Background: an optimization exercise with open tools, aiming at small area. Do not read the settings as production practice.
Only simulation tests tie the RTL to the original design; equivalence was not proved.
No driver is modelled on the clock port, so clock power and skew are understated where the tree is cut down; a real chip needs a root buffer or a tree.
Power figures rest on the tool's default switching activity, not on a simulated workload.

**flow/flow/size_clkbufs.tcl**
```tcl
set db [ord::get_db]
set block [ord::get_db_block]
set slew_target $::env(CLK_SLEW_TARGET)
proc clk_bufs {} {
  set bufs {}
  foreach inst [[ord::get_db_block] getInsts] {
    if { [string match "clkbuf_*" [$inst getName]] && [string match "*__clkbuf_*" [[$inst getMaster] getName]] } {
      lappend bufs $inst
    }
  }
  return $bufs
}
proc worst_load_slew { inst } {
  set net [[$inst findITerm X] getNet]
  set worst 0
  foreach it [$net getITerms] {
    if { [$it getInst] == $inst } { continue }
    set pin [get_pins [[$it getInst] getName]/[[$it getMTerm] getName]]
    foreach rf {rise fall} {
      set s [get_property $pin slew_max_$rf]
      if { $s > $worst } { set worst $s }
    }
  }
  return $worst
}
estimate_parasitics -placement
set leaves {}
set roots {}
foreach b [clk_bufs] {
  set in_net [[$b findITerm A] getNet]
  if { [$in_net getName] == "clk" } { lappend roots $b } else { lappend leaves $b }
}
foreach b [concat $leaves $roots] {
  puts "size_clkbufs: [$b getName] [[$b getMaster] getName] worst load slew [worst_load_slew $b]"
}
foreach b [concat $leaves $roots] {
  foreach size {1 2 4 8 16} {
    $b swapMaster [$db findMaster sky130_fd_sc_hd__clkbuf_$size]
    estimate_parasitics -placement
    set w [worst_load_slew $b]
    if { $w < $slew_target } { break }
  }
  puts "size_clkbufs: [$b getName] -> clkbuf_$size (worst load slew $w)"
}
foreach b $leaves {
  puts "size_clkbufs: final [$b getName] worst load slew [worst_load_slew $b]"
}
detailed_placement
check_placement -verbose
```
**flow/flow/run.sh**
```bash
#!/bin/bash
# Layout flow: the standard layout (standard.sh) with these changes:
#  - synthesis maps the logic with area-oriented ABC scripts (deep
#    synthesis with a few random seeds, then area mapping) instead of
#    ORFS's speed script, with adder extraction off (ADDER_MAP_FILE
#    empty) so that ABC sees all of the logic; the seeds run in
#    parallel and the smallest netlist is kept. Everything else in the
#    synthesis, registers included, is the standard one;
#  - the port buffers use the smallest buffer cell;
#  - the buffers synthesis leaves are removed at floorplan;
#  - CTS adds no dummy loads, and each clock buffer it inserts is then
#    sized down to the smallest clkbuf that keeps the estimated slew at
#    the pins it drives under CLK_SLEW_TARGET (flow/size_clkbufs.tcl).
# Each tool's output goes to a log file in this folder; temporary files
# stay inside this folder too.
set -euo pipefail
W=$PWD
mkdir -p "$W/tmp/xdg"
chmod 700 "$W/tmp/xdg"
export TMPDIR="$W/tmp"
export XDG_RUNTIME_DIR="$W/tmp/xdg"

ORFS_SYNTH=$FLOW_HOME/scripts/synth.tcl
grep -q 'log_cmd abc {\*}\$abc_args' "$ORFS_SYNTH"
grep -q 'SCRIPTS_DIR)/synth.tcl' synth_recipe.tcl
SEEDS="0 1 2 3"
for s in $SEEDS; do
  printf 'strash\n&get -n\n&deepsyn -T 60 -S %s\n&put\ndch -f\namap\ntopo\n' "$s" > "$W/flow/area_$s.abc"
  sed 's#log_cmd abc {\*}\$abc_args#log_cmd abc -script '"$W"'/flow/area_'"$s"'.abc {*}[lrange $abc_args 2 end]#' \
      "$ORFS_SYNTH" > "$W/flow/synth_orfs_area_$s.tcl"
  grep -q "$W/flow/area_$s.abc" "$W/flow/synth_orfs_area_$s.tcl"
  sed "s#\$::env(SCRIPTS_DIR)/synth.tcl#$W/flow/synth_orfs_area_$s.tcl#" synth_recipe.tcl > "$W/flow/synth_area_$s.tcl"
done

# synthesis, one run per seed, in parallel
for s in $SEEDS; do
  bash standard.sh SYNTH_SCRIPT="$W/flow/synth_area_$s.tcl" ADDER_MAP_FILE= \
      WORK_HOME="$W/syn_$s" synth > "synth_$s.log" 2>&1 &
done
wait
best=""
best_area=""
for s in $SEEDS; do
  rpt="$W/syn_$s/reports/sky130hd/dsa_link/base/synth_stat.txt"
  [[ -f "$rpt" ]] || continue
  a=$(awk '$1 ~ /^[0-9]+$/ && $3 ~ /sky130_fd_sc_hd__/ { if ($3 !~ /__(buf_|clkbuf_)/) s+=$2 } END{printf "%.3f", s}' "$rpt")
  echo "seed $s: synthesized area without buffers $a" >> synth_choice.log
  if [[ -z "$best" ]] || awk -v a="$a" -v b="$best_area" 'BEGIN{exit !(a < b)}'; then
    best=$s; best_area=$a
  fi
done
[[ -n "$best" ]]
echo "kept seed $best" >> synth_choice.log
rm -rf "$W/orfs"
cp -a "$W/syn_$best" "$W/orfs"

export BUFFER_PORTS_ARGS="-buffer_cell sky130_fd_sc_hd__buf_1"
export CTS_ARGS="-sink_clustering_enable -repair_clock_nets -dont_use_dummy_load"
export POST_CTS_TCL="$W/flow/size_clkbufs.tcl"
export CLK_SLEW_TARGET=0.110
bash standard.sh SYNTH_SCRIPT="$W/flow/synth_area_$best.tcl" ADDER_MAP_FILE= REMOVE_ABC_BUFFERS=1 finish > standard.log 2>&1
```
**flow/constraint.sdc**
```tcl
create_clock -name core_clock -period 10.0 [get_ports {clk}]
set_input_delay 2.0000 -clock core_clock [delete_from_list [all_inputs] [get_ports {clk}]]
set_output_delay 2.0000 -clock core_clock [all_outputs]
set_load 0.01 [all_outputs]
```
**flow/design.v**
```verilog
module dsa_link (
    input  wire        clk,
    input  wire        rst,         
    input  wire        start,
    input  wire [18:0] HCMD,
    input  wire        tick,
    output wire        busy,
    output wire        done,
    output reg  [1:0]  status,
    output reg         req,
    output reg  [15:0] RXR,
    output wire        D_oe,
    output wire        D_o,
    input  wire        D_i,
    output wire        S_oe,
    output wire        S_o,
    input  wire        S_i,
    output wire        A_oe,
    output wire        A_o,
    input  wire        A_i
);
    localparam [4:0] IDLE0          = 5'b00000;    
    localparam [4:0] IDLE1          = 5'b00001;    
    localparam [4:0] P_READ         = 5'b00010;
    localparam [4:0] R_REL0         = 5'b00011;    
    localparam [4:0] R_SYNC_ACKLO   = 5'b00100;
    localparam [4:0] R_SYNC_ACKHI   = 5'b01011;    
    localparam [4:0] R_BIT_SAMPLE   = 5'b01100;    
    localparam [4:0] R_BIT_ACKLO    = 5'b01110;
    localparam [4:0] R_BIT_ACKHI    = 5'b01001;    
    localparam [4:0] R_CMP_ANNOUNCE = 5'b10100;    
    localparam [4:0] R_CMP_FINISH   = 5'b10000;   
    localparam [4:0] R_CMP_REL      = 5'b10101;
    localparam [4:0] T_REQ          = 5'b00101;    
    localparam [4:0] T_SYNC_DHI     = 5'b10010;   
    localparam [4:0] T_SOUT         = 5'b10011;   
    localparam [4:0] T_BIT_SETD     = 5'b10110;   
    localparam [4:0] T_BIT_SLO      = 5'b10111;
    localparam [4:0] T_BIT_REL      = 5'b10001;   
    localparam [4:0] T_CMP_AOUT     = 5'b00110;
    localparam [4:0] T_CMP_ALO      = 5'b01101;
    localparam [4:0] T_CMP_CHECK    = 5'b01000;   
    localparam [4:0] T_CMP_REL      = 5'b01111;   
    localparam [4:0] T_CMP_FAIL     = 5'b01010;
    reg  [4:0]  act;
    reg         wt;          
    reg  [6:0]  wd;          
    reg  [16:0] sr;          
    reg  [4:0]  act_n;
    reg         wt_n;
    reg         cond;        
    wire exp   = (wd[5:0] == 6'b100000);
    wire failc = (wd[6:1] == 6'b100000);
    wire zero  = ~|sr[15:0];
    wire idle  = (act == IDLE0) || (act == IDLE1);
    assign busy = !idle;
    assign done = (act == IDLE1);
    assign D_oe = act[4];
    assign S_oe = act[4] & (act[2] | ~act[1]);
    assign A_oe = act[3];
    assign S_o  = act[2];
    assign A_o  = act[2];
    assign D_o  = ~(~act[2] & act[1] & ~act[0]) & ~(act[0] & (act[2] ~^ act[1]) & ~sr[16]);
    always @* begin
        if (act[4])
            cond = A_i ^ act[2] ^ act[1] ^ act[0];
        else if (act[3])
            cond = ((act[1] & ~act[2]) ? D_i : S_i) ~^ act[0];
        else if (act[2])
            cond = wd[0];        
        else
            cond = ~D_i;
    end
    always @* begin
        act_n = act;
        wt_n  = 1'b0;
        case (act)
            IDLE0, IDLE1: begin
                if (start) begin
                    case (HCMD[18:16])
                        3'b001:         act_n = P_READ;
                        3'b010:         act_n = R_REL0;
                        3'b011:         begin act_n = R_REL0; wt_n = 1'b1; end
                        3'b100, 3'b101: begin act_n = T_REQ; wt_n = 1'b1; end
                        default:        act_n = IDLE1;
                    endcase
                end
            end
            P_READ:         act_n = IDLE1;
            R_REL0:         act_n = R_SYNC_ACKLO;
            R_SYNC_ACKLO:   begin act_n = R_SYNC_ACKHI; wt_n = 1'b1; end
            R_SYNC_ACKHI:   begin act_n = R_BIT_SAMPLE; wt_n = 1'b1; end
            R_BIT_SAMPLE:   act_n = R_BIT_ACKLO;
            R_BIT_ACKLO:    begin act_n = R_BIT_ACKHI; wt_n = 1'b1; end
            R_BIT_ACKHI:    begin act_n = sr[16] ? R_CMP_ANNOUNCE : R_BIT_SAMPLE; wt_n = 1'b1; end
            R_CMP_ANNOUNCE: begin act_n = R_CMP_FINISH; wt_n = 1'b1; end
            R_CMP_FINISH:   act_n = R_CMP_REL;
            R_CMP_REL:      act_n = IDLE1;
            T_REQ:          begin act_n = T_SYNC_DHI; wt_n = 1'b1; end
            T_SYNC_DHI:     begin act_n = T_SOUT; wt_n = 1'b1; end
            T_SOUT:         act_n = T_BIT_SETD;
            T_BIT_SETD:     act_n = zero ? T_CMP_AOUT : T_BIT_SLO;
            T_BIT_SLO:      begin act_n = T_BIT_REL; wt_n = 1'b1; end
            T_BIT_REL:      begin act_n = T_BIT_SETD; wt_n = 1'b1; end
            T_CMP_AOUT:     act_n = T_CMP_ALO;
            T_CMP_ALO:      begin act_n = T_CMP_CHECK; wt_n = 1'b1; end
            T_CMP_CHECK:    begin act_n = D_i ? T_CMP_REL : T_CMP_FAIL; wt_n = D_i; end
            T_CMP_REL:      act_n = IDLE1;
            T_CMP_FAIL:     act_n = IDLE1;
            default:        act_n = IDLE0;
        endcase
    end
    wire fail = (wt && failc) || (!wt && act == T_CMP_FAIL);
    wire ok   = !wt && (act == P_READ || act == R_CMP_REL || act == T_CMP_REL);
    wire ill  = idle && start && (HCMD[18:16] == 3'b000 || HCMD[18:17] == 2'b11);
    always @(posedge clk) begin
        if (rst) begin
            act    <= IDLE0;
            wt     <= 1'b0;
            status <= 2'b00;
            req    <= 1'b0;
        end else begin
            if (wt) begin
                if (failc) begin
                    act <= IDLE1;
                    wt  <= 1'b0;
                end else if (cond) begin
                    wt  <= 1'b0;
                end
            end else begin
                act <= act_n;
                wt  <= wt_n;
            end
            if (fail)
                status <= 2'b01;
            else if (ok)
                status <= 2'b00;
            else if (ill)
                status <= 2'b10;
            if (!wt && act == P_READ)
                req <= ~D_i;
        end
        if (!wt)
            wd <= 7'd0;
        else if (tick || exp || act == T_REQ)
            wd <= {wd[5:0], ~(wd[6] ^ wd[3])};
        if (idle)
            sr <= {HCMD[15], HCMD[14:8] & {7{HCMD[18]}}, HCMD[7:0] & {8{HCMD[18] & HCMD[16]}}, 1'b1};
        else if (!wt && act == R_BIT_SAMPLE)
            sr <= {sr[15:0], D_i};
        else if (!wt && act == T_BIT_REL)
            sr <= {sr[15:0], 1'b0};
        if (!wt && act == R_CMP_REL)
            RXR <= sr[15:0];
    end
endmodule
```
**flow/config.mk**
```make
export PLATFORM = sky130hd
export DESIGN_NAME = dsa_link
export DESIGN_NICKNAME = dsa_link
export VERILOG_FILES = /design/flow/design.v
export SDC_FILE = /design/flow/constraint.sdc
export NUM_CORES = 4
export LEC_CHECK = 0
export CAP_MARGIN = 0
export CORE_MARGIN = 2
export CORE_UTILIZATION = 65
export GPL_TIMING_DRIVEN = 0
export SLEW_MARGIN = 0
```
**flow/standard.sh**
```bash
#!/bin/bash
# synth_recipe.tcl (not shown) runs the flow's synth.tcl, then flattens the netlist and writes it again
# the make line also repeats each setting of config.mk as NAME=value (left out here)
make -C /OpenROAD-flow-scripts/flow DESIGN_CONFIG=/design/flow/config.mk WORK_HOME=/design/flow/orfs CLKGATE_MAP_FILE= SYNTH_SCRIPT=/design/flow/synth_recipe.tcl "${@:-finish}"
```
==> flow_summary.toml, run 1 <==
[grt]
grt_max_degree = 22
grt_pass1_vias = 1554
grt_pass1_wl_mm = 7.024
grt_overflow = 0
grt.total_usage = 0.2593
antenna_found_initial = 0

[flow_run]
cap_violations = 0

[power_and_ir_drop]
switchingPower_uw = 304.0
clkPwrFrac = 0.122
seq_power_share = 0.475
pwr-share-comb = 0.403
powerDensity_nw_per_um2 = 306.4
swShare = 0.4060
leakage_uw = 0.0008102
p_int_uw = 444.7
irDropWorstVdd_mv = 0.1608

[timing]
setup_violations = 0
clock.fmax_mhz = 200.8
period_needed_ns = 4.981
relSlewSlack = 0.5400
drv_slew = 0
min_period_over_period = 0.4981
fin_skew_ns = 0.03549
finalHoldViolations = 0
finalSetupTns_ns = 0
worstMarginPinSlew_ns = 0.6727
grt_setup_unrepaired = "false"

[logic_synthesis]
netlist_instances = 199
synth_area_leader_cell = "edfxtp_1"
synth_edf_count = 32
synth_top_flop_cell = "edfxtp_1"
synthArstFlopShare = 0
syn_area_um2 = 2133
yosysWarnings = 1
synth_cell_types = 30
avgSynthCellArea_um2 = 10.72
ys_seq_elements = 49
yosysTopAreaCellShare = 0.4504
yosysSeqAreaShare = 0.6100
synth_area_leaders = "edfxtp_1 (45%), dfxtp_1 (16%), nor2_1 (5.5%)"

[floorplan]
start_util = 0.6931
core_area_um2 = 3078
num_rows = 20
die_x_um = 61.29
die_y_um = 61.29
boundaryPins = 53
die_area_um2 = 3756

[cells_and_area]
drive_gt1_frac = 0.02344
antenna_cells = 0
area.sequential_um2 = 1301
nFillCells = 199
design_area_um2 = 2444
area_growth_pct = 14.55
multi_input_area_um2 = 723.2
finalNetCount = 284

[place]
finalWeightedCongestion = 1.001
port_buffers = 52
place_area_um2 = 2376
dp_hpwl_mm = 3.423

[cts]
cts_sinks = 49
cts_tree = "done"
clk_pin_slew_ns = 0.11
clk_latency_ns = 0.35

[routing]
first_pass_iters = 5
drtAntennaViolNets = 0
drc = 0
via_per_inst = 6.000
num_vias = 1800
post_drt_wl_per_cell_um = 15.19
first_iter_violations = 131
routed_wl_mm = 4.557

[worst_setup_path]
r2r_slack_ns = 6.51
crit_type = "register to primary output"
cp_slowest_stage_delay_ns = 0.66
cpMostUsedCell = "nor2_1"
start_kind = "register"
critPathSlowestCell = "clkinv_1"
cp-end-kind = "primary output"
cp.required_ns = 8.00
cp_max_fo = 21
worstPathCellList = "nor2_1 -> clkinv_1 -> nor2_1 -> clkinv_1 -> nor2_1 -> buf_1"
cp.arrival_ns = 2.98

[hold_path]
hp-class = "register to register"

[outcome]
status = "no timing/DRC/antenna violations"
cells in the final DEF, fill, tap and decap left out, types with 2 or more instances in the layout:
| cell | n |
|---|---|
| clkinv_1 | 27 |
| a211oi_1 | 3 |
| a31oi_1 | 3 |
| nor3_1 | 4 |
| nor4_1 | 3 |
| or4_1 | 5 |
| o22ai_1 | 5 |
| o21ai_0 | 11 |
| nand2_1 | 12 |
| clkbuf_4 | 2 |
| o211ai_1 | 2 |
| buf_1 | 52 |
| a22o_1 | 8 |
| dfxtp_1 | 17 |
| clkbuf_8 | 3 |
| a21oi_1 | 10 |
| edfxtp_1 | 32 |
| o32ai_1 | 4 |
| nor2_1 | 31 |
| o221a_1 | 2 |
| a32o_1 | 7 |
| a2111oi_0 | 2 |
kinds of logic after synthesis:
logic type	share of synthesized area
compound gates	0.2158
simple gates	0.1232
buf+inv	0.05103
flops	0.6100
critical path, delay by kind of cell (launching register included):
family / cells / cell delay [ns]
DFF: 1 / 0.43
buffers and inverters: 3 / 1.01
and+or+nand+nor: 3 / 1.20
final cells by class:
cell class / count / area share
inverters: 27 / 0.04147
flip-flops and latches: 49 / 0.5325
repair buffers: 53 / 0.08449
clock buffers: 5 / 0.02304
multi-input cells: 122 / 0.2960
well taps: 44 / 0.02253
cells in the mapped netlist (2+ instances only):
cell type / count
edfxtp_1: 32
a211oi_1: 3
o22ai_1: 5
nand2_1: 12
o32ai_1: 4
nor2_1: 31
clkinv_1: 27
o21ai_0: 11
or4_1: 5
a2111oi_0: 2
dfxtp_1: 17
a31oi_1: 3
a32o_1: 7
nor4_1: 3
o211ai_1: 2
o221a_1: 2
a22o_1: 8
nor3_1: 4
a21oi_1: 10
metrics by stage:
stage                     instances    util  worst slack, ns  total power (uW)  hold WS (ns)
after detailed placement        294  0.7720            5.418             657.4        0.4542
final                           300  0.7939            5.019             748.7        0.4612
after global routing            300  0.7939            4.588             799.8        0.4730
after floorplan                 198       -            5.962             566.2        0.4293
after global placement          294  0.7720            5.396             655.9        0.4475
state kept, by name, summed over array words and instances (netlist names):
name	count
RXR	16
act	5
req	1
sr	17
status	2
wd	7
wt	1
path summary, 6_finish.rpt:
path,from,end,cells after the start
worst max-delay path,act[2],done,6
worst min-delay path,wd[1],wd[1],2
worst max register to register,act[0],RXR[8],11
worst min register to register,wd[1],wd[1],2
power groups by stage:
stage | sequential [uW] | clock, uW | combinational [uW]
detailed placement | 359 | 0 | 298
global route | 363 | 98.8 | 338
floorplan | 349 | 0 | 217
global placement | 357 | 0 | 298
finish | 355 | 91.2 | 302
layer usage:
metal | track usage | part of all wire | up-vias
li1 | - | - | 880
met5 | 0 | 0 | -
met2 | 0.4301 | 0.49 | 94
met3 | 0.04622 | 0.075 | 13
met4 | 0.08696 | 0.024 | 0
met1 | 0.3463 | 0.41 | 813
==> run 2: changes to the inputs <==
--- a/flow/design.v
+++ b/flow/design.v
@@ -45,9 +45,11 @@
     reg  [4:0]  act;
     reg         wt;          
-    reg  [6:0]  wd;          
+    reg  [6:0]  wdq;         
     reg  [16:0] sr;          
     reg  [4:0]  act_n;
     reg         wt_n;
     reg         cond;        
+    localparam [6:0] WD_INV = 7'b1010101;
+    wire [6:0] wd = wdq ^ WD_INV;
     wire exp   = (wd[5:0] == 6'b100000);
     wire failc = (wd[6:1] == 6'b100000);
@@ -142,7 +144,7 @@
         end
         if (!wt)
-            wd <= 7'd0;
+            wdq <= WD_INV;
         else if (tick || exp || act == T_REQ)
-            wd <= {wd[5:0], ~(wd[6] ^ wd[3])};
+            wdq <= {wd[5:0], ~(wd[6] ^ wd[3])} ^ WD_INV;
         if (idle)
             sr <= {HCMD[15], HCMD[14:8] & {7{HCMD[18]}}, HCMD[7:0] & {8{HCMD[18] & HCMD[16]}}, 1'b1};
==> flow_summary.toml, run 2 <==
[cells_and_area]
finalNetCount = 277
area_growth_pct = 13.97
final_util = 0.7824
final_common_cell = "buf_1"
area.sequential_um2 = 1301
drive_gt1_frac = 0.02008
design_area_um2 = 2389
top_regs = "sr x17, RXR x16, wdq x7"
nFillCells = 226
multi_input_area_um2 = 708.2
instances_no_fill = 293
antenna_cells = 0
final_cell_mix = "buf_1 (52), edfxtp_1 (32), nand2_1 (22)"
regMostFlops = "sr"
largest_register_ffs = 17

[logic_synthesis]
yosysTopAreaCellShare = 0.4585
yosysWarnings = 1
post-synth-top-count-cell = "edfxtp_1"
synth_edf_count = 32
synth_cell_types = 27
synth_top_flop_cell = "edfxtp_1"
synth_area_leader_cell = "edfxtp_1"
ys_seq_elements = 49
netlist_instances = 193
syn_area_um2 = 2096
avgSynthCellArea_um2 = 10.86
synth_commonest_cells = "edfxtp_1 (32), nand2_1 (22), clkinv_1 (21), nor2_1 (18), dfxtp_1 (17)"
synth_area_leaders = "edfxtp_1 (46%), dfxtp_1 (16%), nand2_1 (3.9%)"
yosysSeqAreaShare = 0.6209
synthArstFlopShare = 0

[grt]
grt_max_degree = 21
grt_pass1_wl_mm = 7.659
grt_overflow = 0
grt_pass1_vias = 1745
antenna_found_initial = 0
grt.total_usage = 0.2825

[floorplan]
die_area_um2 = 3694
die_x_um = 60.78
core_area_um2 = 3053
num_rows = 20
start_util = 0.6865
boundaryPins = 53
die_y_um = 60.78

[power_and_ir_drop]
p_int_uw = 411.8
powerDensity_nw_per_um2 = 279.6
clkPwrFrac = 0.128
irDropWorstVdd_mv = 0.1661
leakage_uw = 0.0007953
pwr-share-comb = 0.360
switchingPower_uw = 256.0
swShare = 0.3833
seq_power_share = 0.512

[timing]
period_needed_ns = 4.779
relSlewSlack = 0.1966
drv_slew = 0
finalHoldViolations = 0
fin_skew_ns = 0.02391
clock.fmax_mhz = 209.2
worstMarginPinSlew_ns = 1.201
setup_violations = 0
grt_setup_unrepaired = "false"
finalSetupTns_ns = 0
min_period_over_period = 0.4779

[routing]
drc = 0
first_pass_iters = 7
drtAntennaViolNets = 0
first_iter_violations = 133
num_vias = 1864
post_drt_wl_per_cell_um = 16.48
via_per_inst = 6.362
routed_wl_mm = 4.828

[place]
port_buffers = 52
dp_cells = 288
finalWeightedCongestion = 0.9291
place_area_um2 = 2338
dp_hpwl_mm = 3.580

[worst_setup_path]
cp.arrival_ns = 2.78
crit_type = "register to primary output"
cp.required_ns = 8.00
worst-r2r-cell-count = 8
start_kind = "register"
cp-end-kind = "primary output"
cp_max_fo = 20

[flow_run]
cap_violations = 0

[hold_path]
min_path_cells = 0
hp-class = "register to register"

[cts]
clk_pin_slew_ns = 0.10
cts_sinks = 49
cts_tree = "done"
clk_latency_ns = 0.34

[outcome]
status = "no timing/DRC/antenna violations"
## run 2: changes by cell type after synthesis, moves of 3 or more
cell and delta:
a21oi_1 -4, a31oi_1 +6, clkinv_1 -6, nand2_1 +10, nand3_1 +4, nor2_1 -13
nor3_1 +5, nor4_1 -3
## run 2: routing by layer
| metal | GRT usage | share of wire |
|---|---|---|
| met2 | 0.4869 | 0.51 |
| met1 | 0.3502 | 0.39 |
| met5 | 0 | 0 |
| met3 | 0.04904 | 0.080 |
| met4 | 0.1211 | 0.024 |
## run 2: area by class of cell
cell class,count,share of cell area
inverters,21,0.03300
flip-flops and latches,49,0.5448
clock buffers,5,0.02095
multi-input cells,122,0.2965
repair buffers,52,0.08172
well taps,44,0.02305
## run 2: cells by family after synthesis
logic type | Yosys count | synth area share
compound gates | 61 | 0.2078
simple gates | 61 | 0.1301
flops | 49 | 0.6209
buf+inv | 22 | 0.04120
## run 2: path summary, 6_finish.rpt
kind,startpoint,end,slack (ns)
worst max register to register,act[0],RXR[2],6.57
worst min register to register,sr[12],RXR[12],0.49
worst min-delay path,sr[12],RXR[12],0.49
worst max-delay path,act[1],done,5.22
## run 2: critical path, stage by stage (launching register included)
cell and delay [ns]:
dfxtp_1 0.35, clkinv_1 0.18, nand2_1 0.17, nor2_1 0.62, clkinv_1 0.70, nor2_1 0.24
buf_1 0.17
## run 2: stage by stage
stage / total power, uW / hold slack [ns] / worst slack, ns
after global routing: 704.8 / 0.5080 / 4.949
final: 667.8 / 0.4861 / 5.221
after global placement: 566.7 / 0.4515 / 5.707
after detailed placement: 579.8 / 0.4626 / 5.664
after floorplan: 502.8 / 0.4201 / 6.127
## run 2: power groups by stage
stage | registers [uW] | clock network [uW] | logic (uW)
after floorplan | 333 | 0 | 170
after global placement | 339 | 0 | 228
after detailed placement | 344 | 0 | 236
after global routing | 347 | 91.1 | 266
final | 342 | 85.3 | 241
==> run 3: changes to the inputs <==
--- a/flow/flow/run.sh
+++ b/flow/flow/run.sh
@@ -11,5 +11,7 @@
 #  - CTS adds no dummy loads, and each clock buffer it inserts is then
 #    sized down to the smallest clkbuf that keeps the estimated slew at
-#    the pins it drives under CLK_SLEW_TARGET (flow/size_clkbufs.tcl).
+#    the pins it drives under CLK_SLEW_TARGET, and the root buffer is
+#    dropped when the clock port can drive the leaf buffers itself
+#    (flow/size_clkbufs.tcl).
 # Each tool's output goes to a log file in this folder; temporary files
 # stay inside this folder too.
--- a/flow/flow/size_clkbufs.tcl
+++ b/flow/flow/size_clkbufs.tcl
@@ -48,2 +48,33 @@
 detailed_placement
 check_placement -verbose
+
+if { [llength $roots] == 1 && [llength $leaves] > 0 && [llength $leaves] <= 4 } {
+  set root [lindex $roots 0]
+  set root_in [[$root findITerm A] getNet]
+  set root_out [[$root findITerm X] getNet]
+  set loads {}
+  foreach it [$root_out getITerms] {
+    if { [$it getInst] != $root } { lappend loads $it }
+  }
+  set only_leaves 1
+  foreach it $loads {
+    if { [lsearch -exact $leaves [$it getInst]] < 0 } { set only_leaves 0 }
+  }
+  if { $only_leaves && [llength $loads] == [llength $leaves] && [llength [$root_out getBTerms]] == 0 } {
+    foreach it $loads {
+      $it disconnect
+      $it connect $root_in
+    }
+    [$root findITerm A] disconnect
+    [$root findITerm X] disconnect
+    odb::dbInst_destroy $root
+    odb::dbNet_destroy $root_out
+    puts "size_clkbufs: removed the root clock buffer; the clock port drives [llength $loads] leaf buffers"
+    estimate_parasitics -placement
+    foreach b $leaves {
+      puts "size_clkbufs: after root removal [$b getName] worst load slew [worst_load_slew $b]"
+    }
+    detailed_placement
+    check_placement -verbose
+  }
+}
==> flow_summary.toml, run 3 <==
[power_and_ir_drop]
seq_power_share = 0.520
powerDensity_nw_per_um2 = 275.7
switchingPower_uw = 248.9
pwr-share-comb = 0.366
clkPwrFrac = 0.114
swShare = 0.3792
p_int_uw = 407.6
irDropWorstVdd_mv = 0.1671
leakage_uw = 0.0007907

[timing]
period_needed_ns = 4.609
min_period_over_period = 0.4609
setup_violations = 0
finalHoldViolations = 0
fin_skew_ns = 0.02911
relSlewSlack = 0.1781
final.setup.worst_slack_ns = 5.391
clock.fmax_mhz = 217.0
worstMarginPinSlew_ns = 1.228
finalSetupTns_ns = 0
grt_setup_unrepaired = "false"
drv_slew = 0

[cells_and_area]
instances_no_fill = 292
largest_register_ffs = 17
final_cell_mix = "buf_1 (52), edfxtp_1 (32), nand2_1 (22)"
drive_gt1_frac = 0.01613
finalNetCount = 276
area_growth_pct = 13.61
regMostFlops = "sr"
antenna_cells = 0
final_common_cell = "buf_1"
final_util = 0.7799
top_regs = "sr x17, RXR x16, wdq x7"

[flow_run]
cap_violations = 0

[worst_setup_path]
cp-end-kind = "primary output"
cp.arrival_ns = 2.61
worst-r2r-cell-count = 8
critPathCapture = "done"
cp_max_fo = 20
cp.required_ns = 8.00
r2r_slack_ns = 6.56
worstReg2RegEnd = "RXR[2]"
timing.rr.start = "act[0]"
worstSetupStartpoint = "act[1]"
start_kind = "register"
crit_type = "register to primary output"

[floorplan]
core_area_um2 = 3053
boundaryPins = 53
die_area_um2 = 3694
start_util = 0.6865
die_x_um = 60.78
num_rows = 20
die_y_um = 60.78

[outcome]
status = "no timing/DRC/antenna violations"

[place]
dp_hpwl_mm = 3.580
dp_cells = 288
dpl_worst_slack_ns = 5.664
port_buffers = 52
finalWeightedCongestion = 0.9291

[routing]
drtAntennaViolNets = 0
drc = 0
first_pass_iters = 7
first_iter_violations = 130
post_drt_wl_per_cell_um = 16.40
via_per_inst = 6.356
num_vias = 1856
routed_wl_mm = 4.789

[logic_synthesis]
synth_top_flop_cell = "edfxtp_1"
yosysTopAreaCellShare = 0.4585
yosysWarnings = 1
avgSynthCellArea_um2 = 10.86
synth_commonest_cells = "edfxtp_1 (32), nand2_1 (22), clkinv_1 (21), nor2_1 (18), dfxtp_1 (17)"
post-synth-top-count-cell = "edfxtp_1"
synthArstFlopShare = 0
syn_area_um2 = 2096
synth_area_leader_cell = "edfxtp_1"
yosysSeqAreaShare = 0.6209
ys_seq_elements = 49
netlist_instances = 193
synth_area_leaders = "edfxtp_1 (46%), dfxtp_1 (16%), nand2_1 (3.9%)"
synth_edf_count = 32
synth_cell_types = 27

[grt]
grt_pass1_wl_mm = 7.638
antenna_found_initial = 0
grt.total_usage = 0.2798
grt_overflow = 0
grt_pass1_vias = 1734
grt_max_degree = 21

[cts]
clk_pin_slew_ns = 0.11
cts_sinks = 49
clk_latency_ns = 0.17

[hold_path]
hp-class = "register to register"
## run 3: cell counts after synthesis
Identical to the previous run, type by type.
## run 3: how the worst min path moves through the flow
| stage | from | to | slack, ns | cells past startpoint |
|---|---|---|---|---|
| global placement | sr[6] | RXR[6] | 0.45 | 0 |
| global route | sr[3] | RXR[3] | 0.51 | 0 |
| finish | sr[12] | RXR[12] | 0.49 | 0 |
| floorplan | wt | wdq[4] | 0.42 | 1 |
| detailed placement | sr[12] | RXR[12] | 0.46 | 0 |
## run 3: per-layer routing
layer / global-route usage / wire length [um] / up-vias
li1: - / - / 852
met4: 0.1025 / 127 / 0
met1: 0.3502 / 1869 / 866
met2: 0.4869 / 2397 / 122
met5: 0 / 0 / -
met3: 0.04904 / 394 / 16
## run 3: cell families (layout without fill, tap and decap cells)
logic type      count (synthesis)  in the layout  share of synthesized area
compound gates                 61             61                     0.2078
simple gates                   61             61                     0.1301
flops                          49             49                     0.6209
buf+inv                        22             77                    0.04120
## run 3: final cells by class
| cell class | instances | area (um2) |
|---|---|---|
| Tap cell | 44 | 55.05 |
| Sequential cell | 49 | 1301 |
| Timing Repair Buffer | 52 | 195.2 |
| Clock buffer | 4 | 42.54 |
| Inverter | 21 | 78.83 |
| Fill cell | 226 | 671.9 |
| Multi-Input combinational cell | 122 | 708.2 |
## run 3: metrics by stage
stage	cell area (um2)	power [uW]	hold slack (ns)
finish	2381	656.5	0.4871
global route	2381	692.5	0.5079
detailed placement	2338	579.8	0.4626
global placement	2338	566.7	0.4515
floorplan	2088	502.8	0.4201
## run 3: worst max-delay path, stage by stage, from the launching register on
cell,delay (ns)
dfxtp_1,0.36
clkinv_1,0.18
nand2_1,0.16
nor2_1,0.61
clkinv_1,0.70
nor2_1,0.25
buf_1,0.17
## run 3: power by group through the flow
stage / clock network [uW] / logic, uW / registers, uW
after floorplan: 0 / 170 / 333
after global placement: 0 / 228 / 339
after detailed placement: 0 / 236 / 344
after global routing: 78.9 / 266 / 347
final: 74.6 / 240 / 342

[what the ideal ports hide]
The flow's constraints put no driver on any port. The routed layouts listed below were extracted and timed again, unchanged, in two steps.
Step 1 (the two cells are an assumption about what drives the block):
set clk [get_ports {clk}]
set_driving_cell -lib_cell sky130_fd_sc_hd__clkbuf_16 $clk
set_driving_cell -lib_cell sky130_fd_sc_hd__buf_2 [delete_from_list [all_inputs] $clk]
Step 2 adds t to the input delays and takes it off the output delays; t is the mean of the earliest and latest rising clock arrival at the registers after step 1. Input paths then give back, and output paths get back, about the clock's delay inside the block.
Three values: ideal, step 1, step 2; two values: the first two.
run	t (ns)	setup WS [ns]	worst slew at a driven data input, ns
run 1	0.353	5.019 / 4.997 / 5.350	0.03
run 2	0.351	5.221 / 5.198 / 5.549	0.04
run 3	0.199	5.391 / 5.345 / 5.543	0.04
After both steps every run listed still meets setup and hold.
